Background: an optimization exercise with open tools, aiming at small area and few clock cycles. Do not read the settings as production practice.
Function was checked by simulation only, so behaviour that the tests miss may differ from the original.
Power figures rest on the tool's default switching activity, not on a simulated workload.

$ cat design/flow/run.sh
#!/bin/bash
# synth_recipe.tcl (not shown) runs the flow's synth.tcl, then flattens the netlist and writes it again
# the make line also repeats each setting of config.mk as NAME=value (left out here)
make -C /OpenROAD-flow-scripts/flow DESIGN_CONFIG=/design/flow/config.mk WORK_HOME=/design/flow/orfs CLKGATE_MAP_FILE= SYNTH_SCRIPT=/design/flow/synth_recipe.tcl finish
$ cat design/flow/config.mk
export PLATFORM = sky130hd
export DESIGN_NAME = gree_ir_codec
export DESIGN_NICKNAME = gree_ir_codec
export VERILOG_FILES = /design/flow/design.v
export SDC_FILE = /design/flow/constraint.sdc
export NUM_CORES = 4
export LEC_CHECK = 0
export CAP_MARGIN = 20
export CORE_MARGIN = 2
export CORE_UTILIZATION = 40
export SLEW_MARGIN = 20
$ cat design/flow/constraint.sdc
create_clock -name core_clock -period 6.0 [get_ports {clk}]
set_input_delay 1.2000 -clock core_clock [delete_from_list [all_inputs] [get_ports {clk}]]
set_output_delay 1.2000 -clock core_clock [all_outputs]
set_load 0.01 [all_outputs]
$ cat design/flow/design.v
module gree_ir_codec (
    input  wire        clk,
    input  wire        rst,           
    input  wire        cmd_valid,
    output wire        cmd_ready,
    input  wire [31:0] cmd_word,
    input  wire [63:0] cmd_din,
    output wire        rsp_valid,
    output wire        rsp_illegal,
    output wire [63:0] rsp_val,
    output wire        tx_valid,
    input  wire        tx_ready,
    output wire        tx_mark,
    output wire [31:0] tx_dur,
    output wire [7:0]  rx_addr,
    input  wire [31:0] rx_data,
    input  wire [15:0] rx_len
);
    localparam [31:0] T_HDR_MARK   = 32'd9000;
    localparam [31:0] T_HDR_SPACE  = 32'd4500;
    localparam [31:0] T_BIT_MARK   = 32'd620;
    localparam [31:0] T_ONE_SPACE  = 32'd1600;
    localparam [31:0] T_ZERO_SPACE = 32'd540;
    localparam [31:0] T_GAP        = 32'd19000;
    localparam [31:0] T_MSG        = 32'd19000;
    localparam [63:0] RESET_IMAGE  = 64'h5000200050200900;
    localparam [31:0] HM_LO = ((T_HDR_MARK + 50) * 75) / 100;
    localparam [31:0] HM_HI = ((T_HDR_MARK + 50) * 125 + 99) / 100;
    localparam [31:0] BM_LO = ((T_BIT_MARK + 50) * 75) / 100;
    localparam [31:0] BM_HI = ((T_BIT_MARK + 50) * 125 + 99) / 100;
    localparam [31:0] HS_LO = ((T_HDR_SPACE - 50) * 75) / 100;
    localparam [31:0] HS_HI = ((T_HDR_SPACE - 50) * 125 + 99) / 100;
    localparam [31:0] OS_LO = ((T_ONE_SPACE - 50) * 75) / 100;
    localparam [31:0] OS_HI = ((T_ONE_SPACE - 50) * 125 + 99) / 100;
    localparam [31:0] ZS_LO = ((T_ZERO_SPACE - 50) * 75) / 100;
    localparam [31:0] ZS_HI = ((T_ZERO_SPACE - 50) * 125 + 99) / 100;
    localparam [31:0] MSG_LO = (T_MSG * 75) / 100;
    localparam [7:0] OP_NOP        = 8'h00;
    localparam [7:0] OP_RESET      = 8'h01;
    localparam [7:0] OP_SET_RAW    = 8'h02;
    localparam [7:0] OP_GET_RAW    = 8'h03;
    localparam [7:0] OP_FIXUP      = 8'h04;
    localparam [7:0] OP_CSUM_CALC  = 8'h05;
    localparam [7:0] OP_CSUM_VREC  = 8'h06;
    localparam [7:0] OP_CSUM_VD    = 8'h07;
    localparam [7:0] OP_SET_POWER  = 8'h10;
    localparam [7:0] OP_GET_POWER  = 8'h11;
    localparam [7:0] OP_SET_MODE   = 8'h12;
    localparam [7:0] OP_GET_MODE   = 8'h13;
    localparam [7:0] OP_SET_TEMP   = 8'h14;
    localparam [7:0] OP_GET_TEMP   = 8'h15;
    localparam [7:0] OP_SET_FAN    = 8'h16;
    localparam [7:0] OP_GET_FAN    = 8'h17;
    localparam [7:0] OP_SET_SWING  = 8'h18;
    localparam [7:0] OP_GET_SWAUTO = 8'h19;
    localparam [7:0] OP_GET_SWPOS  = 8'h1A;
    localparam [7:0] OP_SET_SLEEP  = 8'h1B;
    localparam [7:0] OP_GET_SLEEP  = 8'h1C;
    localparam [7:0] OP_SET_TURBO  = 8'h1D;
    localparam [7:0] OP_GET_TURBO  = 8'h1E;
    localparam [7:0] OP_SET_LIGHT  = 8'h1F;
    localparam [7:0] OP_GET_LIGHT  = 8'h20;
    localparam [7:0] OP_SET_XFAN   = 8'h21;
    localparam [7:0] OP_GET_XFAN   = 8'h22;
    localparam [7:0] OP_ENCODE     = 8'h30;
    localparam [7:0] OP_SEND       = 8'h31;
    localparam [7:0] OP_DECODE     = 8'h40;
    localparam [7:0] OP_GET_DEC    = 8'h41;
    localparam [7:0] OP_GET_DBITS  = 8'h42;
    function [3:0] csum;
        input [63:0] x;
        begin
            csum = 4'd10 + x[3:0] + x[11:8] + x[19:16] + x[27:24]
                 + x[39:36] + x[47:44] + x[55:52];
        end
    endfunction
    function integer ypos;
        input integer k;
        begin
            if (k < 32) begin
                if (k[2] == 1'b0) ypos = (k / 8) * 4 + k % 4;             
                else              ypos = 32 + (k / 8) * 4 + k % 4;        
            end else begin
                if (k[2] == 1'b1) ypos = 16 + ((k - 32) / 8) * 4 + k % 4;  
                else              ypos = 48 + ((k - 32) / 8) * 4 + k % 4;  
            end
        end
    endfunction
    reg [63:0] rec;
    reg [63:0] dec_y;         
    reg        enc_act;       
    reg        dec_act;       
    reg [7:0]  cnt;           
    reg [15:0] num;           
    reg        strict;
    reg [3:0]  acc;           
    reg        rsp_q;
    reg        ill_q;
    reg        sel_rec;
    reg        sel_dec;
    reg [6:0]  small_q;
    wire [7:0]  opc   = cmd_word[31:24];
    wire [7:0]  fa    = cmd_word[23:16];
    wire [7:0]  fb    = cmd_word[15:8];
    wire [7:0]  fc    = cmd_word[7:0];
    wire [15:0] imm16 = cmd_word[15:0];
    reg legal;
    always @(*) begin
        case (opc)
            OP_NOP, OP_RESET, OP_GET_RAW, OP_FIXUP, OP_CSUM_CALC, OP_CSUM_VREC,
            OP_GET_POWER, OP_GET_MODE, OP_GET_TEMP, OP_GET_FAN, OP_GET_SWAUTO,
            OP_GET_SWPOS, OP_GET_SLEEP, OP_GET_TURBO, OP_GET_LIGHT, OP_GET_XFAN,
            OP_GET_DEC, OP_GET_DBITS,
            OP_SET_RAW, OP_CSUM_VD:
                legal = (cmd_word[23:0] == 24'd0);
            OP_SET_POWER, OP_SET_SLEEP, OP_SET_TURBO, OP_SET_LIGHT, OP_SET_XFAN:
                legal = (fa[7:1] == 7'd0) && (fb == 8'd0) && (fc == 8'd0);
            OP_SET_MODE, OP_SET_TEMP, OP_SET_FAN:
                legal = (fb == 8'd0) && (fc == 8'd0);
            OP_SET_SWING:
                legal = (fa[7:1] == 7'd0) && (fc == 8'd0);
            OP_ENCODE:
                legal = 1'b1;
            OP_SEND:
                legal = (fa == 8'd0);
            OP_DECODE:
                legal = (fa[7:1] == 7'd0);
            default:
                legal = 1'b0;
        endcase
    end
    wire busy   = enc_act | dec_act;
    wire accept = cmd_valid & cmd_ready & ~rst;
    wire go     = accept & legal;
    wire start_enc = go & ((opc == OP_ENCODE && fa >= 8'd8) || opc == OP_SEND);
    wire start_dec = go & (opc == OP_DECODE);
    wire [3:0] cs_val = csum((opc == OP_CSUM_VD) ? cmd_din : rec);
    wire [7:0] temp_clamped = (fa < 8'd16) ? 8'd16 : (fa > 8'd30) ? 8'd30 : fa;
    wire [7:0] temp_code    = (rec[2:0] == 3'd0) ? 8'd9 : temp_clamped - 8'd16;
    wire [1:0] fan_clamped  = (fa > 8'd3) ? 2'd3 : fa[1:0];
    wire [1:0] fan_final    = (rec[2:0] == 3'd2) ? 2'd1 : fan_clamped;
    reg [3:0] swing_pos;
    always @(*) begin
        if (fa[0]) begin
            if (fb == 8'd1 || fb == 8'd7 || fb == 8'd9 || fb == 8'd11)
                swing_pos = fb[3:0];
            else
                swing_pos = 4'd1;
        end else begin
            if (fb >= 8'd2 && fb <= 8'd6)
                swing_pos = fb[3:0];
            else
                swing_pos = 4'd0;
        end
    end
    reg [6:0] small_d;
    always @(*) begin
        small_d = 7'd0;
        case (opc)
            OP_CSUM_CALC:  small_d[3:0] = cs_val;
            OP_CSUM_VREC:  small_d[0]   = (rec[63:60] == cs_val);
            OP_CSUM_VD:    small_d[0]   = (cmd_din[63:60] == cs_val);
            OP_GET_POWER:  small_d[0]   = rec[3] & rec[19];
            OP_GET_MODE:   small_d[2:0] = rec[2:0];
            OP_GET_TEMP:   small_d[4:0] = {1'b1, rec[11:8]};
            OP_GET_FAN:    small_d[1:0] = rec[5:4];
            OP_GET_SWAUTO: small_d[0]   = rec[6];
            OP_GET_SWPOS:  small_d[3:0] = rec[35:32];
            OP_GET_SLEEP:  small_d[0]   = rec[7];
            OP_GET_TURBO:  small_d[0]   = rec[20];
            OP_GET_LIGHT:  small_d[0]   = rec[21];
            OP_GET_XFAN:   small_d[0]   = rec[23];
            OP_GET_DBITS:  small_d[6]   = 1'b1;
            default: ;
        endcase
    end
    wire       c_hm   = (cnt == 8'd0);
    wire       c_hs   = (cnt == 8'd1);
    wire       c_mark = ~cnt[0];
    wire       c_data = cnt[0] && ((cnt >= 8'd3 && cnt <= 8'd65) || (cnt >= 8'd75 && cnt <= 8'd137));
    wire       c_zero = (cnt == 8'd67) || (cnt == 8'd71);
    wire       c_one  = (cnt == 8'd69);
    wire [6:0] u      = cnt[7:1] - 7'd1;                      
    wire [5:0] kbit   = (u >= 7'd36) ? u[5:0] - 6'd4 : u[5:0];  
    reg [31:0] enc_dur;
    always @(*) begin
        if (c_hm)               enc_dur = T_HDR_MARK;
        else if (c_mark)        enc_dur = T_BIT_MARK;
        else if (c_hs)          enc_dur = T_HDR_SPACE;
        else if (c_data)        enc_dur = rec[kbit] ? T_ONE_SPACE : T_ZERO_SPACE;
        else if (c_zero)        enc_dur = T_ZERO_SPACE;
        else if (c_one)         enc_dur = T_ONE_SPACE;
        else                    enc_dur = T_GAP;
    end
    assign tx_valid = enc_act;
    assign tx_mark  = ~cnt[0];
    assign tx_dur   = enc_dur;
    wire enc_last  = (cnt == 8'd139);
    wire enc_done  = enc_act & tx_ready & enc_last & (num == 16'd0);
    wire m_hdr_mark  = (rx_data >= HM_LO) && (rx_data <= HM_HI);
    wire m_bit_mark  = (rx_data >= BM_LO) && (rx_data <= BM_HI);
    wire m_hdr_space = (rx_data >= HS_LO) && (rx_data <= HS_HI);
    wire m_one       = (rx_data >= OS_LO) && (rx_data <= OS_HI);
    wire m_zero      = (rx_data >= ZS_LO) && (rx_data <= ZS_HI);
    wire m_msg       = (rx_data >= MSG_LO);
    reg ent_ok;
    always @(*) begin
        if (c_hm)        ent_ok = m_hdr_mark;
        else if (c_mark) ent_ok = m_bit_mark;
        else if (c_hs)   ent_ok = m_hdr_space;
        else if (c_data) ent_ok = m_one | m_zero;
        else if (c_zero) ent_ok = m_zero;
        else if (c_one)  ent_ok = m_one;
        else             ent_ok = m_msg;
    end
    wire len_ok  = (rx_len >= 16'd139) &&
                   ({2'b0, rx_len} >= {1'b0, num, 1'b0} + 18'd11) &&
                   !(strict && num != 16'd64);
    wire cs_bad  = strict && (cnt == 8'd11) && (acc != 4'd0);
    wire dec_bad = ~len_ok | ~ent_ok | cs_bad;
    wire dec_end = (cnt == 8'd139) || (cnt == 8'd1 && rx_len < 16'd140);
    wire dec_done = dec_act & (dec_bad | dec_end);
    wire dec_succ = dec_act & ~dec_bad & dec_end;
    wire       cs_bit  = c_data & ~u[2];
    wire [3:0] cs_add  = {3'd0, m_one ^ u[6]} << u[1:0];
    reg [7:0] dec_next;
    always @(*) begin
        if (cnt == 8'd137)      dec_next = 8'd11;
        else if (cnt == 8'd129) dec_next = 8'd0;
        else if (cnt == 8'd138) dec_next = 8'd1;
        else if (cnt == 8'd1)   dec_next = 8'd139;
        else if (cnt[2:0] == 3'b001) dec_next = cnt + 8'd10;
        else                    dec_next = cnt + 8'd2;
    end
    assign rx_addr = cnt;
    assign cmd_ready   = ~busy | enc_done | dec_done;
    assign rsp_valid   = rsp_q | enc_done | dec_done;
    assign rsp_illegal = ill_q;
    wire [63:0] dec_rec;
    genvar gk;
    generate
        for (gk = 0; gk < 64; gk = gk + 1) begin : g_unscr
            assign dec_rec[gk] = dec_y[ypos(gk)];
        end
    endgenerate
    assign rsp_val = ({64{sel_rec}} & rec) | ({64{sel_dec}} & dec_rec)
                   | {57'd0, small_q} | {63'd0, dec_succ};
    always @(posedge clk) begin
        rsp_q   <= accept & ~(start_enc | start_dec);
        ill_q   <= accept & ~legal;
        sel_rec <= go & (opc == OP_GET_RAW);
        sel_dec <= go & (opc == OP_GET_DEC);
        small_q   <= go ? small_d : 7'd0;
        if (rst) begin
            enc_act <= 1'b0;
            dec_act <= 1'b0;
        end else begin
            if (enc_done) enc_act <= 1'b0;
            if (dec_done) dec_act <= 1'b0;
            if (start_enc) enc_act <= 1'b1;
            if (start_dec) dec_act <= 1'b1;
        end
        if (start_enc | start_dec) begin
            cnt    <= start_dec ? 8'd3 : 8'd0;
            num    <= imm16;
            strict <= fa[0];
            acc    <= 4'd11;
        end else if (enc_act) begin
            if (tx_ready) begin
                if (enc_last) begin
                    cnt <= 8'd0;
                    num <= num - 16'd1;
                end else begin
                    cnt <= cnt + 8'd1;
                end
            end
        end else if (dec_act) begin
            cnt <= dec_next;
            if (c_data)
                dec_y <= {m_one, dec_y[63:1]};
            if (cs_bit && m_one ^ u[6])
                acc <= acc + cs_add;
        end
        if (rst) begin
            rec <= RESET_IMAGE;
        end else if (go) begin
            case (opc)
                OP_RESET:     rec <= RESET_IMAGE;
                OP_SET_RAW:   rec <= cmd_din;
                OP_GET_RAW, OP_FIXUP, OP_SEND:
                              rec[63:60] <= cs_val;
                OP_SET_POWER: begin
                    rec[3]  <= fa[0];
                    rec[19] <= fa[0];
                end
                OP_SET_MODE: begin
                    if (fa == 8'd0) begin
                        rec[11:8] <= 4'd9;
                        rec[2:0]  <= 3'd0;
                    end else if (fa == 8'd2) begin
                        rec[5:4]  <= 2'd1;
                        rec[2:0]  <= 3'd2;
                    end else if (fa == 8'd1 || fa == 8'd3 || fa == 8'd4) begin
                        rec[2:0]  <= fa[2:0];
                    end else begin
                        rec[2:0]  <= 3'd0;
                    end
                end
                OP_SET_TEMP:  rec[11:8] <= temp_code[3:0];
                OP_SET_FAN:   rec[5:4]  <= fan_final;
                OP_SET_SWING: begin
                    rec[6]     <= fa[0];
                    rec[35:32] <= swing_pos;
                end
                OP_SET_SLEEP: rec[7]  <= fa[0];
                OP_SET_TURBO: rec[20] <= fa[0];
                OP_SET_LIGHT: rec[21] <= fa[0];
                OP_SET_XFAN:  rec[23] <= fa[0];
                default: ;
            endcase
        end
    end
endmodule
==> results.json, run 1 <==
{
  "hpwlAfterDp_mm": 30.5,
  "grt-ovfl-total": 0,
  "core-area_mm2": 0.0297,
  "crit_type": "in -> out",
  "syn_area_mm2": 0.0121,
  "layout_commonest_cell": "clkdlybuf4s50_1",
  "first_iter_violations": 895,
  "antenna_left": 0,
  "p_int_w": 0.00190,
  "netSwitchingPower_w": 0.000691,
  "synth-edff-count": 89,
  "endpoint_kind": "primary output",
  "path_max_fanout": 8,
  "clock-sinks": 169,
  "die_y_um": 178,
  "drc": 0,
  "final_area_mm2": 0.0156,
  "track_usage_pct": 25.3,
  "clock_latency_ns": 0.44,
  "worstSetupStartpointType": "primary input",
  "clock_skew_ns": 0.0156,
  "comb_power_share_pct": 9.1,
  "finalSetupViolCount": 0,
  "clkPwrFrac_pct": 44.4,
  "synth_cell_types": 96,
  "clk_pin_slew_ns": 0.08,
  "antenna_found_initial": 0,
  "ys_ff_latch": 169,
  "reg2reg_slack_ns": 1.03,
  "root_buffer": "clkbuf_16",
  "dr.pass1.iters": 6,
  "final_cell_mix": "clkdlybuf4s50_1 (232), a22o_1 (96), nand2_1 (90)",
  "cp.required_ns": 4.80,
  "initial_core_util_pct": 40.7,
  "finalMaxSlewViolations": 0,
  "tritoncts": "done",
  "maxCapViolCount": 0,
  "ir_drop_v": 0.000160,
  "avgSynthCellArea_um2": 9.52,
  "min_period_over_period_pct": 96.0,
  "nets": 1686,
  "hold_ws_ns": 0.448,
  "finalCriticalPeriod_ns": 5.76,
  "worst_pin_slew_ns": 1.01,
  "worst_ep_arrival_time_ns": 4.56,
  "synth_async_sr_flop_share_pct": 0,
  "io_pins": 257,
  "avgViaCountPerCell": 5.99,
  "routed_wirelength_mm": 40.6,
  "swShare_pct": 26.7,
  "postPlaceCellArea_mm2": 0.0149,
  "status": "no timing/DRC/antenna violations",
  "grt_max_degree": 45,
  "leakage_nw": 5.60,
  "gp_congestion": 0.918,
  "powerDensity_mw_per_mm2": 166,
  "ctsHtreeMaxLevel": 4,
  "grt_pass1_vias": 10886,
  "synth-main-ff-cell": "edfxtp_1",
  "vias": 11347,
  "rows": 63,
  "fmax_mhz": 174,
  "netlist_instances": 1270,
  "die_w_um": 178,
  "hold_viol_final": 0,
  "fp.dieArea_mm2": 0.0316,
  "synth_warnings": 1,
  "power_frac_seq_pct": 46.5,
  "drive_gt1_share_pct": 12.4,
  "diodes": 0,
  "cts_buffer_depth": 2,
  "io_buffers": 237,
  "area_growth_pct": 29.5,
  "slew_headroom_pct": 31.9,
  "cts_made_buffers": 17,
  "ys_seq_area_share_pct": 35.4,
  "wl_per_cell_um": 21.4,
  "grt_pass1_wl_mm": 62.1,
  "hold_class": "reg -> reg"
}
[worst max-delay path, cell delays in order]
cell and delay, ns:
clkdlybuf4s50_1 0.67, nand4_1 0.20, or4_1 0.54, o22ai_1 0.18, o2111ai_1 0.17, o21a_1 0.15, a211oi_1 0.31, buf_4 0.19
o211ai_2 0.10, a211o_1 0.36, clkdlybuf4s50_1 0.49
[path summary, 6_finish.rpt]
path,from,endpoint,depth (start not counted)
max,rx_data[7],rsp_valid,11
min,dec_y[43],dec_y[42],0
max reg2reg,num[3],dec_y[6],16
min reg2reg,dec_y[43],dec_y[42],0
[timing repair]
action                     4_1_cts  5_1_grt
setup buffers                    0        6
pin swaps                        0        9
setup endpoints to repair        1        9
hold buffers                     0        0
resized for setup                1       19
[metal layers]
metal / GRT usage (%) / vias to the layer above / share of wire [%]
li1: - / 5252 / -
met1: 34.4 / 5580 / 44
met2: 42.5 / 469 / 48
met3: 3.36 / 46 / 6.1
met4: 5.87 / 0 / 1.7
met5: 0 / - / 0
[cell usage after synthesis (all sizes together) (5+ instances only)]
cell / count / area (um^2)
nor2b: 6 / 45.0
a31oi: 10 / 62.6
o31ai: 9 / 67.6
o21ai: 45 / 236
or3: 9 / 61.3
a221o: 7 / 70.1
dfxtp: 80 / 1600
edfxtp: 89 / 2670
and3: 5 / 31.3
nand2b: 12 / 75.1
mux2i: 29 / 290
a311oi: 12 / 105
nor2: 86 / 323
nand4: 13 / 81.3
mux2: 28 / 338
fa: 12 / 240
a32oi: 6 / 52.6
inv: 51 / 191
a211oi: 13 / 97.6
a22oi: 14 / 120
xnor2: 39 / 342
or4: 9 / 75.1
or2: 7 / 43.8
nand3b: 11 / 82.6
nor4: 22 / 159
buf: 67 / 429
a21oi: 68 / 352
clkbuf: 47 / 178
o2111ai: 7 / 61.3
a21o: 14 / 105
nor3: 39 / 200
xor2: 23 / 201
a221oi: 12 / 111
and2: 8 / 50.1
nand3: 42 / 210
ha: 36 / 450
nand2: 90 / 338
o22ai: 12 / 75.1
mux4: 16 / 360
o211ai: 9 / 72.6
a22o: 96 / 841
[power by group through the flow]
stage               Clock [W]  Combinational, W  Sequential (W)
floorplan                   0         0.0000951         0.00123
global placement            0          0.000232         0.00123
detailed placement          0          0.000233         0.00123
CTS                   0.00117          0.000234         0.00120
global route          0.00121          0.000255         0.00120
finish                0.00115          0.000237         0.00120
[logic make-up (layout without fill, tap and decap cells)]
kind of cell    after synthesis  in the layout  share of synthesized area (%)
buf+inv                     165            380                           6.60
other cells                   1             19                         0.0310
fa+ha+maj                    48             48                           5.71
mux                          73             73                           8.18
flops                       169            169                           35.4
simple gates                376            376                           16.2
xor+xnor                     62             62                           4.49
compound gates              376            376                           23.4
[cell type report]
type	instances	area, um^2
clock buffers	17	425
clock inverters	15	199
fillers	2764	14100
inverters	51	191
multi-input cells	954	7200
flip-flops and latches	169	4280
well taps	390	488
repair buffers	297	2860
[stage by stage]
| step | power (W) | setup TNS, ns | std cells | utilization (%) | setup WS [ns] |
|---|---|---|---|---|---|
| 2_1_floorplan | 0.00133 | 0 | 1288 | - | 0.00369 |
| 3_3_place_gp | 0.00146 | -0.665 | 1855 | 50.1 | -0.270 |
| 3_5_place_dp | 0.00146 | -1.05 | 1855 | 50.1 | -0.405 |
| 4_1_cts | 0.00260 | 0 | 1887 | 52.2 | 0.00252 |
| 5_1_grt | 0.00267 | -0.0165 | 1893 | 52.7 | -0.0165 |
| 6_report | 0.00259 | 0 | 1893 | 52.7 | 0.237 |
[registers in the layout, indices dropped and copies added, names as in the netlist]
signal / flops
rec: 64
acc: 4
num: 16
enc_act: 1
dec_y: 64
ill_q: 1
rsp_q: 1
dec_act: 1
sel_dec: 1
small_q: 6
strict: 1
cnt: 8
sel_rec: 1
Testbench counts, summed over its fixed seeds: cycles 480,934.
==> run 2, diff against run 1 <==
--- a/design/flow/design.v
+++ b/design/flow/design.v
@@ -135,8 +135,9 @@
     wire start_enc = go & ((opc == OP_ENCODE && fa >= 8'd8) || opc == OP_SEND);
     wire start_dec = go & (opc == OP_DECODE);
     wire [3:0] cs_val = csum((opc == OP_CSUM_VD) ? cmd_din : rec);
-    wire [7:0] temp_clamped = (fa < 8'd16) ? 8'd16 : (fa > 8'd30) ? 8'd30 : fa;
-    wire [7:0] temp_code    = (rec[2:0] == 3'd0) ? 8'd9 : temp_clamped - 8'd16;
+    wire [3:0] temp_code    = (rec[2:0] == 3'd0) ? 4'd9 :
+                              (fa[7:4] == 4'd0) ? 4'd0 :
+                              (fa[7:4] != 4'd1 || fa[3:0] == 4'd15) ? 4'd14 : fa[3:0];
     wire [1:0] fan_clamped  = (fa > 8'd3) ? 2'd3 : fa[1:0];
     wire [1:0] fan_final    = (rec[2:0] == 3'd2) ? 2'd1 : fan_clamped;
     reg [3:0] swing_pos;
@@ -180,14 +181,30 @@
     wire       c_data = cnt[0] && ((cnt >= 8'd3 && cnt <= 8'd65) || (cnt >= 8'd75 && cnt <= 8'd137));
     wire       c_zero = (cnt == 8'd67) || (cnt == 8'd71);
     wire       c_one  = (cnt == 8'd69);
-    wire [6:0] u      = cnt[7:1] - 7'd1;                      
-    wire [5:0] kbit   = (u >= 7'd36) ? u[5:0] - 6'd4 : u[5:0];  
+    wire [6:0] m      = cnt[7:1];
+    wire [1:0] u_lo   = {m[1] ~^ m[0], ~m[0]};                
+    wire       u_b2   = m[2] ^ (m[1:0] == 2'd0);              
+    wire       ck_nib = m[6] & (m[2:0] != 3'd0);              
+    wire [63:0] tx_tab;
+    genvar gm;
+    generate
+        for (gm = 0; gm < 64; gm = gm + 1) begin : g_tab
+            if (gm >= 1 && gm <= 32)
+                assign tx_tab[gm] = rec[gm - 1];
+            else if (gm >= 37)
+                assign tx_tab[gm] = rec[gm - 5];
+            else
+                assign tx_tab[gm] = 1'b0;
+        end
+    endgenerate
+    wire [7:0] tx_tab_hi = {3'd0, rec[63:59]};
+    wire       tx_bit    = m[6] ? tx_tab_hi[m[2:0]] : tx_tab[m[5:0]];
     reg [31:0] enc_dur;
     always @(*) begin
         if (c_hm)               enc_dur = T_HDR_MARK;
         else if (c_mark)        enc_dur = T_BIT_MARK;
         else if (c_hs)          enc_dur = T_HDR_SPACE;
-        else if (c_data)        enc_dur = rec[kbit] ? T_ONE_SPACE : T_ZERO_SPACE;
+        else if (c_data)        enc_dur = tx_bit ? T_ONE_SPACE : T_ZERO_SPACE;
         else if (c_zero)        enc_dur = T_ZERO_SPACE;
         else if (c_one)         enc_dur = T_ONE_SPACE;
         else                    enc_dur = T_GAP;
@@ -213,16 +230,24 @@
         else if (c_one)  ent_ok = m_one;
         else             ent_ok = m_msg;
     end
-    wire len_ok  = (rx_len >= 16'd139) &&
-                   ({2'b0, rx_len} >= {1'b0, num, 1'b0} + 18'd11) &&
+    wire [14:0] lh5 = rx_len[15:1] - 15'd5;
+    reg len_big;
+    integer li;
+    always @(*) begin
+        len_big = rx_len[0];
+        for (li = 0; li < 16; li = li + 1)
+            len_big = ((li < 15 ? lh5[li] : 1'b0) & ~num[li]) |
+                      (((li < 15 ? lh5[li] : 1'b0) | ~num[li]) & len_big);
+    end
+    wire len_ok  = (rx_len >= 16'd139) && len_big &&
                    !(strict && num != 16'd64);
     wire cs_bad  = strict && (cnt == 8'd11) && (acc != 4'd0);
     wire dec_bad = ~len_ok | ~ent_ok | cs_bad;
     wire dec_end = (cnt == 8'd139) || (cnt == 8'd1 && rx_len < 16'd140);
     wire dec_done = dec_act & (dec_bad | dec_end);
     wire dec_succ = dec_act & ~dec_bad & dec_end;
-    wire       cs_bit  = c_data & ~u[2];
-    wire [3:0] cs_add  = {3'd0, m_one ^ u[6]} << u[1:0];
+    wire       cs_bit  = c_data & ~u_b2;
+    wire [3:0] cs_add  = {3'd0, m_one ^ ck_nib} << u_lo;
     reg [7:0] dec_next;
     always @(*) begin
         if (cnt == 8'd137)      dec_next = 8'd11;
@@ -278,7 +303,7 @@
             cnt <= dec_next;
             if (c_data)
                 dec_y <= {m_one, dec_y[63:1]};
-            if (cs_bit && m_one ^ u[6])
+            if (cs_bit)
                 acc <= acc + cs_add;
         end
         if (rst) begin
==> design/flow/flow/run.sh (new file) <==
#!/bin/bash
# Layout flow: the standard ORFS flow with three changes.
#  1. Synthesis maps the logic with an area-oriented ABC script (flow/abc_map.script)
#     in place of ORFS's delay-oriented one; everything else in synthesis is the
#     standard script, so the registers are the standard synthesis's.
#  2. Port buffers are sky130_fd_sc_hd__buf_1 cells.
#  3. CTS uses small clock buffers and no dummy loads.
# Each step's output goes to its own log file in this folder.
set -euo pipefail
W=$(pwd)
rm -rf "$W/scripts_area"
cp -r "$FLOW_HOME/scripts" "$W/scripts_area"
cp "$W/flow/abc_map.script" "$W/scripts_area/abc_speed.script"

bash "$W/standard.sh" "SCRIPTS_DIR=$W/scripts_area" synth > "$W/log_1_synth.txt" 2>&1
bash "$W/standard.sh" \
  "BUFFER_PORTS_ARGS=-buffer_cell sky130_fd_sc_hd__buf_1" \
  "CTS_ARGS=-sink_clustering_enable -repair_clock_nets -dont_use_dummy_load -buf_list sky130_fd_sc_hd__clkbuf_8" \
  finish > "$W/log_2_layout.txt" 2>&1
==> design/flow/flow/abc_map.script (new file) <==
&get -n
&st
&dch
&nf -R 1000
&put
mfs2
strash
&get -n
&dch
&nf -R 1000
&put
topo
stime -c
==> design/flow/standard.sh (new file) <==
#!/bin/bash
# synth_recipe.tcl (not shown) runs the flow's synth.tcl, then flattens the netlist and writes it again
# the make line also repeats each setting of config.mk as NAME=value (left out here)
make -C /OpenROAD-flow-scripts/flow DESIGN_CONFIG=/design/flow/config.mk WORK_HOME=/design/flow/orfs CLKGATE_MAP_FILE= SYNTH_SCRIPT=/design/flow/synth_recipe.tcl "${@:-finish}"
==> design/flow/config.mk (replaced) <==
export PLATFORM = sky130hd
export DESIGN_NAME = gree_ir_codec
export DESIGN_NICKNAME = gree_ir_codec
export VERILOG_FILES = /design/flow/design.v
export SDC_FILE = /design/flow/constraint.sdc
export NUM_CORES = 4
export LEC_CHECK = 0
export CAP_MARGIN = 0
export CORE_MARGIN = 2
export CORE_UTILIZATION = 65
export SLEW_MARGIN = 0
removed: design/flow/run.sh
==> run 2 against run 1 <==
Compared with the run above:
- still clean
- total power is 24% lower
- final area is 22% lower
- sequential power hardly changed
- core utilization is 24 points higher
- sequential share of layout area is 7.7 points higher
- wire length is 15% lower
- register-to-register slack worse by 0.05 ns
- critical endpoint is now small_q[0]
- highest routed layer unchanged
==> results.json, run 2 <==
{
  "drive_gt1_share_pct": 6.01,
  "path_max_fanout": 12,
  "leakage_nw": 4.05,
  "globalRouteMet1Util_pct": 50.9,
  "final_cell_mix": "buf_1 (236), nor2_1 (148), nand2_1 (118)",
  "die_w_um": 131,
  "ctsHtreeMaxLevel": 4,
  "rows": 46,
  "dp_slack_ns": -0.180,
  "root_buffer": "clkbuf_8",
  "grt_pass1_vias": 9893,
  "slew_headroom_pct": 45.1,
  "fp.dieArea_mm2": 0.0172,
  "min_to": "dec_y[30]",
  "clk_pin_slew_ns": 0.08,
  "routed_wirelength_mm": 34.4,
  "io_buffers": 237,
  "syn_area_mm2": 0.0105,
  "fmax_mhz": 175,
  "initial_core_util_pct": 66.3,
  "maxCapViolCount": 0,
  "clock_latency_ns": 0.48,
  "crit_type": "in -> reg",
  "area_growth_pct": 16.3,
  "busiest_layer": "met2",
  "clock-sinks": 169,
  "synth_async_sr_flop_share_pct": 0,
  "grt_max_degree": 65,
  "netlist_instances": 1158,
  "reg2reg_slack_ns": 0.98,
  "ys_seq_area_share_pct": 40.8,
  "endpoint_kind": "register",
  "antenna_left": 0,
  "nets": 1628,
  "cts_made_buffers": 17,
  "layout_commonest_cell": "buf_1",
  "synth-edff-count": 89,
  "synth_most_common_cell": "nor2_1",
  "setup_tns_ns": 0,
  "worst_ep_arrival_time_ns": 6.11,
  "dr.pass1.iters": 7,
  "grt.met3_usage_pct": 9.89,
  "grt-ovfl-total": 0,
  "cts_buffer_depth": 2,
  "first_iter_violations": 1410,
  "timing.final.ws_setup_ns": 0.278,
  "finalPower_w": 0.00198,
  "ys_ff_latch": 169,
  "gp_congestion": 0.984,
  "die_y_um": 131,
  "diodes": 0,
  "synth-main-ff-cell": "edfxtp_1",
  "met2_usage_pct": 63.8,
  "finalSetupViolCount": 0,
  "core-area_mm2": 0.0158,
  "tritoncts": "done",
  "hold_class": "reg -> reg",
  "drc": 0,
  "vias": 11075,
  "grt_pass1_wl_mm": 51.6,
  "antenna_found_initial": 0,
  "ir_drop_v": 0.000234,
  "netlist.area_leader.share_pct": 25.5,
  "avgSynthCellArea_um2": 9.06,
  "synth_warnings": 1,
  "synth_area_leader_cell": "edfxtp_1",
  "synth_common_cells": "nor2_1 (152), nand2_1 (119), a21oi_1 (101)",
  "reg2reg_depth": 27,
  "hold_depth": 0,
  "powerDensity_mw_per_mm2": 162,
  "rsz0062_at_grt": "no",
  "reg2reg_to": "num[2]",
  "avgViaCountPerCell": 6.66,
  "holdCritStartpoint": "dec_y[31]",
  "synth_cell_types": 58,
  "clock_skew_ns": 0.0369,
  "cp.required_ns": 6.39,
  "worst_pin_slew_ns": 0.823,
  "fill_cells": 1162,
  "hold_ws_ns": 0.433,
  "status": "no timing/DRC/antenna violations",
  "hpwlAfterDp_mm": 25.0,
  "finalMaxSlewViolations": 0,
  "hold_viol_final": 0,
  "io_pins": 257,
  "wl_per_cell_um": 20.7,
  "track_usage_pct": 39.3,
  "synthTopCellsByArea": "edfxtp_1 (25%), dfxtp_1 (15%), nor2_1 (5.4%)",
  "finalCriticalPeriod_ns": 5.72,
  "rr_startpoint": "cnt[1]",
  "worstSetupStartpointType": "primary input",
  "min_period_over_period_pct": 95.4,
  "top_regs": "dec_y: 64 flops, rec: 64 flops, num: 16 flops"
}
==> run 2: changes by cell type in the layout (fill, tap and decap cells not counted), moves of 22 or more <==
cell,change
buf_1,+236
inv_1,-51
nor3_1,+47
a22o_1,-37
clkdlybuf4s50_1,-232
clkinv_1,+38
nand2_1,+28
buf_4,-22
nor2_1,+64
a21oi_1,+34
==> run 2: where the power goes <==
group          internal, W  total, W  switching (W)
sequential         0.00120   0.00120    0.000000183
clock             0.000250  0.000622       0.000372
combinational    0.0000514  0.000151      0.0000995
total              0.00151   0.00198       0.000471
==> run 2: worst max path at each step <==
stage	start	to	slack [ns]	cells after the start
3_5_place_dp	cmd_word[30]	small_q[0]	-0.18	22
5_1_grt	rx_len[1]	cmd_ready	0.03	23
2_1_floorplan	cmd_word[30]	small_q[0]	-0.26	19
3_3_place_gp	cmd_word[30]	small_q[0]	-0.02	21
6_report	cmd_word[30]	small_q[0]	0.28	21
4_1_cts	cmd_word[30]	small_q[0]	0.28	21
==> run 2: per-layer routing <==
| metal | routed length, um | vias up |
|---|---|---|
| met5 | 0 | - |
| met4 | 1460 | 0 |
| met3 | 4020 | 140 |
| met2 | 16000 | 840 |
| met1 | 12900 | 5150 |
| li1 | - | 4945 |
==> run 2: final cells by class <==
cell class | count | area (um^2) | share of cell area [%]
Multi-Input combinational cell | 946 | 6030 | 49.5
Sequential cell | 169 | 4280 | 35.1
Timing Repair Buffer | 276 | 1230 | 10.1
Tap cell | 216 | 270 | 2.22
Clock buffer | 17 | 234 | 1.92
Inverter | 39 | 148 | 1.21
==> run 2: worst max-delay path: stages <==
cell,delay [ns]
buf_1,0.11
nor4_4,0.31
nand2_2,0.12
nor2_4,0.14
buf_12,0.15
mux2_1,0.37
fa_1,0.51
fa_1,0.51
clkinv_1,0.08
fa_1,0.45
fa_1,0.52
clkinv_1,0.07
ha_2,0.18
xor2_1,0.14
xnor2_1,0.19
xnor2_1,0.16
xnor2_1,0.11
xnor2_1,0.31
xor2_1,0.18
a41oi_1,0.11
a21oi_1,0.16
==> run 2: logic make-up (layout without fill, tap and decap cells) <==
logic type	after synthesis	after routing	synth area share (%)
fa+ha+maj	33	33	4.75
other cells	1	19	0.0358
buf+inv	61	332	2.97
mux	43	43	5.94
xor+xnor	56	56	4.68
flops	169	169	40.8
simple gates	462	462	19.8
compound gates	333	333	21.0
==> run 2: through the flow <==
step	instance area, um^2	utilization [%]	std cells
finish	12200	77.1	1663
floorplan	10600	-	1176
detailed placement	12000	75.5	1646
global route	12200	77.1	1663
CTS	12200	77.0	1663
global placement	12000	75.5	1646
==> run 2: what timing repair did <==
action / CTS / global route
endpoints found under the hold margin: 0 / 0
resized for setup: 0 / 2
hold buffers: 0 / 0
setup endpoints to repair: 0 / 1
setup buffers: 0 / 0
Testbench counts of run 2, summed over its fixed seeds: cycles 480,934.
==> run 3, diff against run 2 <==
==> design/flow/config.mk (replaced) <==
export PLATFORM = sky130hd
export DESIGN_NAME = gree_ir_codec
export DESIGN_NICKNAME = gree_ir_codec
export VERILOG_FILES = /design/flow/design.v
export SDC_FILE = /design/flow/constraint.sdc
export NUM_CORES = 4
export LEC_CHECK = 0
export CAP_MARGIN = 20
export CORE_MARGIN = 2
export CORE_UTILIZATION = 40
export SLEW_MARGIN = 20
==> run 3 against run 2 <==
Compared with the run above:
- still clean on timing, DRC and antenna
- worst hold slack gained 0.014 ns
- fmax grew 0.98%
- clock-buffer cell count did not move
- die area grew 60%
- critical path type is now in -> out
- largest power group unchanged
==> results.json, run 3 <==
{
  "min_period_over_period_pct": 94.4,
  "syn_area_mm2": 0.0105,
  "fp.dieArea_mm2": 0.0275,
  "core-area_mm2": 0.0259,
  "avgSynthCellArea_um2": 9.06,
  "wl_per_cell_um": 20.4,
  "hold_class": "reg -> reg",
  "finalCoreUtilization_pct": 48.1,
  "synth-edff-count": 89,
  "synth-main-ff-cell": "edfxtp_1",
  "crit_type": "in -> out",
  "vias": 10428,
  "clock_latency_ns": 0.46,
  "worst_pin_slew_ns": 0.834,
  "synth_warnings": 1,
  "final_cell_mix": "buf_1 (236), nor2_1 (148), nand2_1 (118)",
  "synthTopCellsByArea": "edfxtp_1 (25%), dfxtp_1 (15%), nor2_1 (5.4%)",
  "fmax_mhz": 176,
  "worstSetupStartpointType": "primary input",
  "synth_area_leader_cell": "edfxtp_1",
  "grt_pass1_vias": 9994,
  "ir_drop_v": 0.000110,
  "layout.cells.non_filler": 1795,
  "leakage_nw": 4.11,
  "status": "no timing/DRC/antenna violations",
  "path_max_fanout": 3,
  "grt-ovfl-total": 0,
  "gp_congestion": 0.939,
  "io_buffers": 237,
  "drive_gt1_share_pct": 6.73,
  "netlist.area_leader.share_pct": 25.5,
  "netlist_instances": 1158,
  "crit_family": "compound AO/OA/AOI/OAI gates",
  "hold_viol_final": 0,
  "cts_buffer_depth": 2,
  "crit_top_cell": "a221oi_1",
  "clock-sinks": 169,
  "crit_chain": "buf_1, clkinv_1, ha_1, xor2_1, o22ai_1, a21oi_1, a221oi_1, nor2_1, a221oi_1, o21ai_1, maj3_1, a21oi_1, o21ai_0, o21ai_1, a31oi_1, a221oi_1, o211a_1, nand2b_1, nand2_1, nand2_1, nor2_2, clkinv_1, buf_1",
  "crit_slowest_cell": "maj3_1",
  "layout_commonest_cell": "buf_1",
  "avgViaCountPerCell": 5.81,
  "postCtsSetupBuffers": 0,
  "critPathMaxStageDelay_ns": 0.32,
  "io_pins": 257,
  "antenna_left": 0,
  "top_regs": "dec_y: 64 flops, rec: 64 flops, num: 16 flops",
  "finalPower_w": 0.00198,
  "cp.required_ns": 4.80,
  "initial_core_util_pct": 40.5,
  "slew_headroom_pct": 44.4,
  "routed_wirelength_mm": 36.6,
  "ys_ff_latch": 169,
  "clock_skew_ns": 0.0375,
  "tritoncts": "done",
  "first_iter_violations": 910,
  "rows": 59,
  "drc": 0,
  "synth_async_sr_flop_share_pct": 0,
  "die_y_um": 166,
  "synth_common_cells": "nor2_1 (152), nand2_1 (119), a21oi_1 (101)",
  "worst_ep_arrival_time_ns": 4.47,
  "finalMaxSlewViolations": 0,
  "endpoint_kind": "primary output",
  "clk_pin_slew_ns": 0.11,
  "finalCriticalPeriod_ns": 5.67,
  "ys_seq_area_share_pct": 40.8,
  "synth_cell_types": 58,
  "ctsHtreeMaxLevel": 4,
  "maxCapViolCount": 0,
  "hpwlAfterDp_mm": 27.4,
  "cts_made_buffers": 17,
  "grt_pass1_wl_mm": 56.7,
  "dp_cells": 1774,
  "hold_ws_ns": 0.448,
  "root_buffer": "clkbuf_8",
  "dr.pass1.iters": 5,
  "grt_max_degree": 52,
  "finalSetupViolCount": 0,
  "path_buf_inv": 4,
  "synth_most_common_cell": "nor2_1",
  "track_usage_pct": 26.0,
  "powerDensity_mw_per_mm2": 159,
  "die_w_um": 166,
  "nets": 1638,
  "area_growth_pct": 18.8,
  "antenna_found_initial": 1
}
run 3: path summary, 6_finish.rpt:
path	startpoint	to	slack [ns]	cells after the start
max	rx_len[1]	cmd_ready	0.33	23
min	dec_y[10]	dec_y[9]	0.45	0
max reg2reg	cnt[0]	cnt[0]	0.73	25
min reg2reg	dec_y[10]	dec_y[9]	0.45	0
run 3: power by group:
part | switching (W) | internal (W) | leakage (nW)
sequential | 0.000000247 | 0.00120 | 1.41
combinational | 0.000100 | 0.0000539 | 2.57
clock | 0.000375 | 0.000251 | 0.122
run 3: cell families after synthesis:
logic type	Yosys count	synth area share (%)
AO/OA/AOI/OAI	333	21.0
XOR/XNOR	56	4.68
adder cells (fa/ha/maj)	33	4.75
buffers and inverters	61	2.97
flip-flops	169	40.8
multiplexers	43	5.94
other	1	0.0358
AND/OR/NAND/NOR	462	19.8
run 3: timing repair:
action | 4_1_cts | 5_1_grt
hold buffers | 0 | 0
gates resized for setup | 0 | 4
setup endpoints to repair | 0 | 3
run 3: per-stage QoR:
stage	setup TNS [ns]	setup slack [ns]	cell area, um^2
after floorplan	-0.585	-0.258	10600
after global routing	-0.00601	-0.00601	12400
after CTS	0	0.209	12400
final	0	0.334	12500
after detailed placement	-0.210	-0.119	12200
after global placement	-0.0765	-0.0704	12200
run 3: area by class of cell:
class | count | area [um^2]
diodes | 3 | 7.51
clock buffers | 17 | 234
fillers | 2645 | 13500
inverters | 39 | 148
multi-input cells | 946 | 6040
flip-flops and latches | 169 | 4280
well taps | 335 | 419
repair buffers | 286 | 1330
run 3: layer usage:
| metal | wire, um | global-route usage (%) | vias up |
|---|---|---|---|
| met4 | 845 | 7.56 | 0 |
| met1 | 16100 | 35.9 | 5009 |
| met2 | 17100 | 41.9 | 415 |
| met5 | 0 | 0 | - |
| met3 | 2620 | 4.69 | 47 |
| li1 | - | - | 4957 |
==> run 4, diff against run 3 <==
--- a/design/flow/design.v
+++ b/design/flow/design.v
@@ -92,6 +92,8 @@
     reg        dec_act;       
     reg [7:0]  cnt;           
     reg [15:0] num;           
+    reg        nbw;           
+    reg        nnz;           
     reg        strict;
     reg [3:0]  acc;           
     reg        rsp_q;
@@ -213,7 +215,9 @@
     assign tx_mark  = ~cnt[0];
     assign tx_dur   = enc_dur;
     wire enc_last  = (cnt == 8'd139);
-    wire enc_done  = enc_act & tx_ready & enc_last & (num == 16'd0);
+    wire enc_rot   = enc_act & tx_ready & (cnt[7:4] == 4'd0);
+    wire nbit      = num[0] ^ nbw;
+    wire enc_done  = enc_act & tx_ready & enc_last & ~nnz;
     wire m_hdr_mark  = (rx_data >= HM_LO) && (rx_data <= HM_HI);
     wire m_bit_mark  = (rx_data >= BM_LO) && (rx_data <= BM_HI);
     wire m_hdr_space = (rx_data >= HS_LO) && (rx_data <= HS_HI);
@@ -288,13 +292,21 @@
         if (start_enc | start_dec) begin
             cnt    <= start_dec ? 8'd3 : 8'd0;
             num    <= imm16;
+            nbw    <= 1'b0;
+            nnz    <= 1'b0;
             strict <= fa[0];
             acc    <= 4'd11;
         end else if (enc_act) begin
+            if (enc_rot) begin
+                num <= {nbit, num[15:1]};
+                nbw <= nbw & ~num[0];
+                nnz <= nnz | nbit;
+            end
             if (tx_ready) begin
                 if (enc_last) begin
                     cnt <= 8'd0;
-                    num <= num - 16'd1;
+                    nbw <= 1'b1;
+                    nnz <= 1'b0;
                 end else begin
                     cnt <= cnt + 8'd1;
                 end
==> design/flow/flow/abc_map.script (replaced) <==
&get -n
&st
&dch
&nf -R 1000
&put
mfs2
strash
&get -n
&dch
&nf -R 1000
&put
mfs2
strash
&get -n
&dch
&nf -R 1000
&put
mfs2
strash
&get -n
&dch
&nf -R 1000
&put
mfs2
strash
&get -n
&dch
&nf -R 1000
&put
topo
stime -c
--- a/design/flow/config.mk
+++ b/design/flow/config.mk
@@ -7,5 +7,5 @@
 export LEC_CHECK = 0
 export CAP_MARGIN = 20
 export CORE_MARGIN = 2
-export CORE_UTILIZATION = 40
+export CORE_UTILIZATION = 50
 export SLEW_MARGIN = 20
==> run 4 against run 3 <==
Compared with the run above:
- clock power barely moved
- still clean on timing, DRC and antenna
- largest cell class unchanged
- critical endpoint is now small_q[0]
- sequential power barely moved
- highest routed layer unchanged
- clock skew rose by 0.012 ns
==> results.json, run 4 <==
{
  "avgSynthCellArea_um2": 9.55,
  "crit_type": "in -> reg",
  "synth-edff-count": 89,
  "cts_made_buffers": 17,
  "path_max_fanout": 15,
  "min_period_over_period_pct": 94.9,
  "syn_area_mm2": 0.0101,
  "wl_per_cell_um": 21.1,
  "comb_power_share_pct": 7.5,
  "finalSetupViolCount": 0,
  "netSwitchingPower_w": 0.000471,
  "antenna_left": 0,
  "finalCriticalPeriod_ns": 5.69,
  "endpoint_kind": "register",
  "initial_core_util_pct": 50.5,
  "clock-sinks": 171,
  "ys_seq_area_share_pct": 42.6,
  "hpwlAfterDp_mm": 25.2,
  "slew_headroom_pct": 34.9,
  "rows": 52,
  "status": "no timing/DRC/antenna violations",
  "p_int_w": 0.00152,
  "grt_max_degree": 65,
  "clk_pin_slew_ns": 0.10,
  "fp.dieArea_mm2": 0.0214,
  "postCtsSetupBuffers": 0,
  "synth_warnings": 1,
  "powerDensity_mw_per_mm2": 167,
  "core-area_mm2": 0.0200,
  "worst_ep_arrival_time_ns": 6.06,
  "hold_class": "reg -> reg",
  "worst_pin_slew_ns": 0.975,
  "gp_congestion": 0.994,
  "root_buffer": "clkbuf_8",
  "dr.pass1.iters": 7,
  "finalMaxSlewViolations": 0,
  "routed_wirelength_mm": 34.3,
  "top_regs": "dec_y: 64 flops, rec: 64 flops, num: 16 flops",
  "netlist_instances": 1060,
  "worstSetupStartpointType": "primary input",
  "io_pins": 257,
  "avgViaCountPerCell": 6.14,
  "grt-ovfl-total": 0,
  "leakage_nw": 3.94,
  "track_usage_pct": 31.8,
  "ir_drop_v": 0.000145,
  "clock_latency_ns": 0.47,
  "area_growth_pct": 18.0,
  "netlist.area_leader.share_pct": 26.4,
  "fill_cells": 1903,
  "maxCapViolCount": 0,
  "synth_most_common_cell": "nor2_1",
  "timing.final.ws_setup_ns": 0.308,
  "ctsHtreeMaxLevel": 4,
  "final_cell_mix": "buf_1 (236), nor2_1 (126), nand2_1 (114)",
  "cts_buffer_depth": 2,
  "synth_common_cells": "nor2_1 (128), nand2_1 (115), edfxtp_1 (89)",
  "clkPwrFrac_pct": 31.4,
  "drive_gt1_share_pct": 6.95,
  "tritoncts": "done",
  "rsz0062_at_grt": "no",
  "synthTopCellsByArea": "edfxtp_1 (26%), dfxtp_1 (16%), a22o_1 (5.1%)",
  "swShare_pct": 23.7,
  "ys_ff_latch": 171,
  "drc": 0,
  "io_buffers": 237,
  "grt_pass1_vias": 9475,
  "finalPower_w": 0.00199,
  "clock_skew_ns": 0.0496,
  "holdBufCountCts": 0,
  "first_iter_violations": 744,
  "layout_commonest_cell": "buf_1",
  "synth-main-ff-cell": "edfxtp_1",
  "grt_pass1_wl_mm": 53.3,
  "antenna_found_initial": 0,
  "hold_viol_final": 0,
  "die_y_um": 146,
  "synth_cell_types": 57,
  "power_frac_seq_pct": 61.1,
  "die_w_um": 146,
  "synth_async_sr_flop_share_pct": 0,
  "synth_area_leader_cell": "edfxtp_1",
  "dp_slack_ns": -0.159,
  "diodes": 0,
  "fmax_mhz": 176,
  "vias": 9963,
  "cp.required_ns": 6.36,
  "nets": 1534
}
[run 4: cell types whose count changed in the layout (fill, tap and decap cells not counted), moves of 7 or more]
cell | before | now
a221oi_1 | 13 | 6
xor2_1 | 21 | 14
a31oi_1 | 18 | 8
nor3_1 | 83 | 38
clkinv_1 | 38 | 31
nor2_1 | 148 | 126
xnor2_1 | 34 | 26
o21ai_0 | 56 | 46
a21oi_1 | 101 | 63
a22oi_1 | 4 | 52
[run 4: final cells by class]
cell class                      count  area [um^2]  share of cell area, %
Sequential cell                   171         4320                   36.1
Timing Repair Buffer              280         1260                   10.6
Tap cell                          270          338                   2.83
Multi-Input combinational cell    851         5660                   47.4
Clock buffer                       17          234                   1.96
Inverter                           34          131                   1.10
[run 4: timing repair]
item,4_1_cts,5_1_grt
resized for setup,0,2
hold endpoints to repair,0,0
setup endpoints to repair,0,1
[run 4: power by group through the flow]
stage | logic, W | registers (W) | clock network, W
floorplan | 0.0000623 | 0.00124 | 0
global placement | 0.000147 | 0.00124 | 0
detailed placement | 0.000145 | 0.00124 | 0
CTS | 0.000146 | 0.00122 | 0.000640
global route | 0.000163 | 0.00122 | 0.000673
finish | 0.000150 | 0.00122 | 0.000626
[run 4: path summary, 6_finish.rpt]
| path | endpoint | from | slack, ns | cells after the start |
|---|---|---|---|---|
| worst max register to register | cnt[0] | cnt[4] | 0.67 | 25 |
| worst min-delay path | dec_y[35] | dec_y[36] | 0.43 | 0 |
| worst max-delay path | small_q[0] | cmd_word[30] | 0.31 | 21 |
| worst min register to register | dec_y[35] | dec_y[36] | 0.43 | 0 |
[run 4: worst max-delay path, cell delays in order]
cell	delay (ns)
buf_1	0.11
nor4_4	0.33
nand2_2	0.11
nor2_4	0.11
buf_12	0.16
mux2_1	0.37
fa_1	0.50
fa_1	0.49
clkinv_1	0.08
fa_1	0.45
fa_1	0.52
clkinv_1	0.06
ha_2	0.18
xnor2_2	0.14
xnor2_1	0.20
xnor2_1	0.16
xnor2_1	0.16
xnor2_1	0.13
a2111oi_2	0.36
o21ai_1	0.10
a21oi_1	0.12
[run 4: kinds of logic (layout without fill, tap and decap cells)]
family,Yosys count,count (layout),share of synthesized area [%]
adder cells (fa/ha/maj),32,32,4.82
buffers and inverters,56,331,2.89
AO/OA/AOI/OAI,326,326,22.6
AND/OR/NAND/NOR,390,390,17.3
flip-flops,171,171,42.6
multiplexers,43,43,6.15
other,1,19,0.0370
XOR/XNOR,41,41,3.55
[run 4: metrics by stage]
stage / hold slack [ns] / cells / utilization, % / TNS, ns / area, um^2
floorplan: 0.427 / 1078 / - / -0.537 / 10300
global placement: 0.430 / 1606 / 58.4 / -0.0672 / 11700
detailed placement: 0.435 / 1606 / 58.4 / -0.229 / 11700
CTS: 0.431 / 1623 / 59.6 / 0 / 11900
global route: 0.449 / 1623 / 59.6 / 0 / 11900
finish: 0.429 / 1623 / 59.6 / 0 / 11900
[run 4: routing by layer]
metal  vias to the layer above  part of all wire (%)  global-route usage (%)
met5                         -                     0                       0
met4                         0                   2.3                    8.83
met3                        80                   7.6                    4.97
met2                       492                    48                    53.2
met1                      4762                    42                    43.1
li1                       4629                     -                       -
Testbench counts of run 4, summed over its fixed seeds: cycles 480,934.
==> run 5, diff against run 4 <==
==> design/flow/flow/abc_map.script (replaced) <==
&get -n
&st
&dch
&nf -R 1000
&put
mfs2
strash
&get -n
&dch
&nf -R 1000
&put
mfs2
strash
&get -n
&dch
&nf -R 1000
&put
topo
stime -c
--- a/design/flow/config.mk
+++ b/design/flow/config.mk
@@ -7,5 +7,5 @@
 export LEC_CHECK = 0
 export CAP_MARGIN = 20
 export CORE_MARGIN = 2
-export CORE_UTILIZATION = 50
+export CORE_UTILIZATION = 40
 export SLEW_MARGIN = 20
==> run 5 against run 4 <==
Compared with the run above:
- final area rose by 1.8%
- worst hold slack improved by 0.017 ns
- die area up 25%
- core utilization is 11 points lower
- global-route usage fell by 6.0 points
- via count decreased by 0.86%
- first-iteration DRC count up 10%
- wire length up 1.0%
- flip-flop and latch count stayed put
==> results.json, run 5 <==
{
  "status": "no timing/DRC/antenna violations",
  "ys_ff_latch": 171,
  "fp.dieArea_mm2": 0.0268,
  "holdBufCountCts": 0,
  "track_usage_pct": 25.8,
  "globalRouteMet1Util_pct": 36.1,
  "clock-sinks": 171,
  "antenna_found_initial": 0,
  "min_period_over_period_pct": 94.7,
  "clock_skew_ns": 0.0414,
  "cp.required_ns": 6.33,
  "grt_pass1_vias": 9300,
  "netlist_instances": 1069,
  "path_max_fanout": 12,
  "synth_area_leader_cell": "edfxtp_1",
  "synthTopCellsByArea": "edfxtp_1 (26%), dfxtp_1 (16%), nor2_1 (5.0%)",
  "grt.met3_usage_pct": 3.91,
  "hpwlAfterDp_mm": 26.0,
  "grt-ovfl-total": 0,
  "finalCriticalPeriod_ns": 5.68,
  "layout_commonest_cell": "buf_1",
  "powerDensity_mw_per_mm2": 165,
  "synth-edff-count": 89,
  "crit_family": "adder cells",
  "hold_class": "reg -> reg",
  "area_growth_pct": 19.2,
  "maxCapViolCount": 0,
  "hold_viol_final": 0,
  "initial_core_util_pct": 40.6,
  "io_pins": 257,
  "avgSynthCellArea_um2": 9.54,
  "diodes": 0,
  "synth_cell_types": 58,
  "critPathMaxStageDelay_ns": 0.54,
  "gp_congestion": 0.951,
  "met2_usage_pct": 42.2,
  "synth_most_common_cell": "nor2_1",
  "ir_drop_v": 0.000115,
  "dr.pass1.iters": 5,
  "drive_gt1_share_pct": 7.44,
  "p_int_w": 0.00152,
  "endpoint_kind": "register",
  "clk_pin_slew_ns": 0.11,
  "ys_seq_area_share_pct": 42.3,
  "cts_buffer_depth": 2,
  "synth_async_sr_flop_share_pct": 0,
  "netlist.area_leader.share_pct": 26.2,
  "grt_max_degree": 65,
  "ctsHtreeMaxLevel": 4,
  "final_cell_mix": "buf_1 (234), nor2_1 (134), nand2_1 (118)",
  "syn_area_mm2": 0.0102,
  "fill_cells": 2500,
  "avgViaCountPerCell": 5.85,
  "netSwitchingPower_w": 0.000482,
  "core-area_mm2": 0.0251,
  "nets": 1539,
  "routed_wirelength_mm": 34.7,
  "clock_latency_ns": 0.48,
  "path_buf_inv": 4,
  "die_y_um": 164,
  "crit_slowest_cell": "fa_1",
  "crit_chain": "buf_1, nor4_4, nand2_1, nor2_4, buf_12, mux2_1, fa_1, fa_1, clkinv_1, fa_1, fa_1, clkinv_1, ha_2, xnor2_2, xnor2_1, xnor2_1, xnor2_1, xnor2_1, xnor2_1, o2111ai_1, a21oi_1, nor2_1",
  "layout.cells.non_filler": 1688,
  "rows": 58,
  "busiest_layer": "met2",
  "worst_ep_arrival_time_ns": 6.01,
  "slew_headroom_pct": 36.0,
  "antenna_left": 0,
  "crit_type": "in -> reg",
  "top_regs": "dec_y: 64 flops, rec: 64 flops, num: 16 flops",
  "dp_slack_ns": -0.167,
  "dp_cells": 1671,
  "root_buffer": "clkbuf_8",
  "synth_common_cells": "nor2_1 (137), nand2_1 (119), edfxtp_1 (89)",
  "fmax_mhz": 176,
  "postCtsSetupBuffers": 0,
  "worst_pin_slew_ns": 0.960,
  "tritoncts": "done",
  "die_w_um": 164,
  "power_frac_seq_pct": 60.7,
  "crit_top_cell": "xnor2_1",
  "synth-main-ff-cell": "edfxtp_1",
  "drc": 0,
  "cts_resized": 0,
  "finalSetupViolCount": 0,
  "first_iter_violations": 821,
  "grt_pass1_wl_mm": 52.8,
  "finalMaxSlewViolations": 0,
  "comb_power_share_pct": 7.7,
  "cts_made_buffers": 17,
  "swShare_pct": 24.0,
  "vias": 9877,
  "clkPwrFrac_pct": 31.6,
  "io_buffers": 237,
  "synth_warnings": 1,
  "wl_per_cell_um": 20.5,
  "timing.final.ws_setup_ns": 0.320,
  "worstSetupStartpointType": "primary input",
  "rsz0062_at_grt": "no",
  "leakage_nw": 4.01
}
run 5: cell count changes in the layout (fill, tap and decap cells not counted), moves of 4 or more:
cell / previous run / this run
nand3_1: 30 / 23
nand2_1: 114 / 118
o31ai_1: 1 / 9
a21oi_1: 63 / 53
buf_4: 39 / 34
and3_1: 10 / 6
mux2i_1: 15 / 20
a31oi_1: 8 / 13
nor2_1: 126 / 134
run 5: worst reg2reg max path: cells and delay by family, from the launching register on:
family	cells	cell delay [ns]
flip-flops	1	0.52
AO/OA/AOI/OAI	12	2.23
AND/OR/NAND/NOR	8	1.09
adder cells (fa/ha/maj)	1	0.37
buffers and inverters	3	0.69
run 5: path summary, 6_finish.rpt:
check                    start    endpoint  slack [ns]  depth (start not counted)
hold reg to reg      dec_y[26]   dec_y[25]        0.45                          0
setup / recovery  cmd_word[30]  small_q[0]        0.32                         22
setup reg to reg        cnt[1]     rec[32]        1.01                         24
hold / removal       dec_y[26]   dec_y[25]        0.45                          0
run 5: kinds of logic after synthesis:
kind of cell    Yosys count  synth area share, %
fa+ha+maj                34                 4.98
other cells               1               0.0368
compound gates          320                 22.1
simple gates            395                 17.3
mux                      49                 6.82
xor+xnor                 41                 3.52
buf+inv                  58                 2.95
flops                   171                 42.3
run 5: final cells by class:
type / instances / area (um^2) / share of cell area (%)
Tap cell: 330 / 413 / 3.40
Clock buffer: 17 / 234 / 1.92
Sequential cell: 171 / 4320 / 35.5
Timing Repair Buffer: 276 / 1250 / 10.3
Inverter: 36 / 175 / 1.44
Multi-Input combinational cell: 858 / 5770 / 47.5
run 5: power groups by stage:
stage | Combinational [W] | Clock, W | Sequential (W)
floorplan | 0.0000658 | 0 | 0.00124
global placement | 0.000152 | 0 | 0.00124
detailed placement | 0.000152 | 0 | 0.00124
CTS | 0.000153 | 0.000651 | 0.00122
global route | 0.000169 | 0.000694 | 0.00122
finish | 0.000154 | 0.000634 | 0.00122
run 5: per-stage QoR:
step                total power, W  hold slack (ns)  utilization, %  area (um^2)  setup TNS [ns]
floorplan                  0.00131            0.427               -        10400          -43.34
detailed placement         0.00140            0.438            47.5        11900          -0.288
global route               0.00208            0.461            48.4        12200               0
finish                     0.00201            0.446            48.4        12200               0
global placement           0.00140            0.430            47.5        11900         -0.0549
CTS                        0.00202            0.440            48.4        12100               0
run 5: routing by layer:
layer / wire length [um] / vias up / share of wire [%]
li1: - / 4645 / -
met1: 15800 / 4760 / 46
met2: 16100 / 430 / 47
met3: 2250 / 42 / 6.5
met4: 504 / 0 / 1.5
met5: 0 / - / 0

==> static timing again, ports no longer ideal <==
The results above use ideal ports. As a check the final layouts listed here were re-extracted and re-timed, cells and wires unchanged.
Step 1, drivers: a clkbuf_16 drives clk and a buf_2 each remaining input, both assumed.
Step 2 moves the port delays by t, midway between the first and last clock arrival at a register: inputs arrive t later, outputs are due t later. That takes back most of the time a late clock gives input paths.
a / b / c = ideal ports / drivers / drivers and shift; a / b = the first two.
| run | t (ns) | slack for setup (ns) | clock arrival spread, ns |
|---|---|---|---|
| run 1 | 0.484 | 0.237 / 0.208 / -0.085 | 0.016 / 0.016 |
| run 2 | 0.499 | 0.278 / 0.289 / -0.210 | 0.037 / 0.037 |
| run 3 | 0.485 | 0.334 / 0.311 / -0.082 | 0.041 / 0.041 |
| run 4 | 0.494 | 0.308 / 0.337 / -0.157 | 0.049 / 0.050 |
| run 5 | 0.499 | 0.320 / 0.313 / -0.159 | 0.042 / 0.041 |
With both steps, setup timing fails in every run listed, where it was met with ideal ports. For run 2, which loses most, drivers alone change the setup slack by +0.011 ns; drivers and shift together by -0.488 ns.
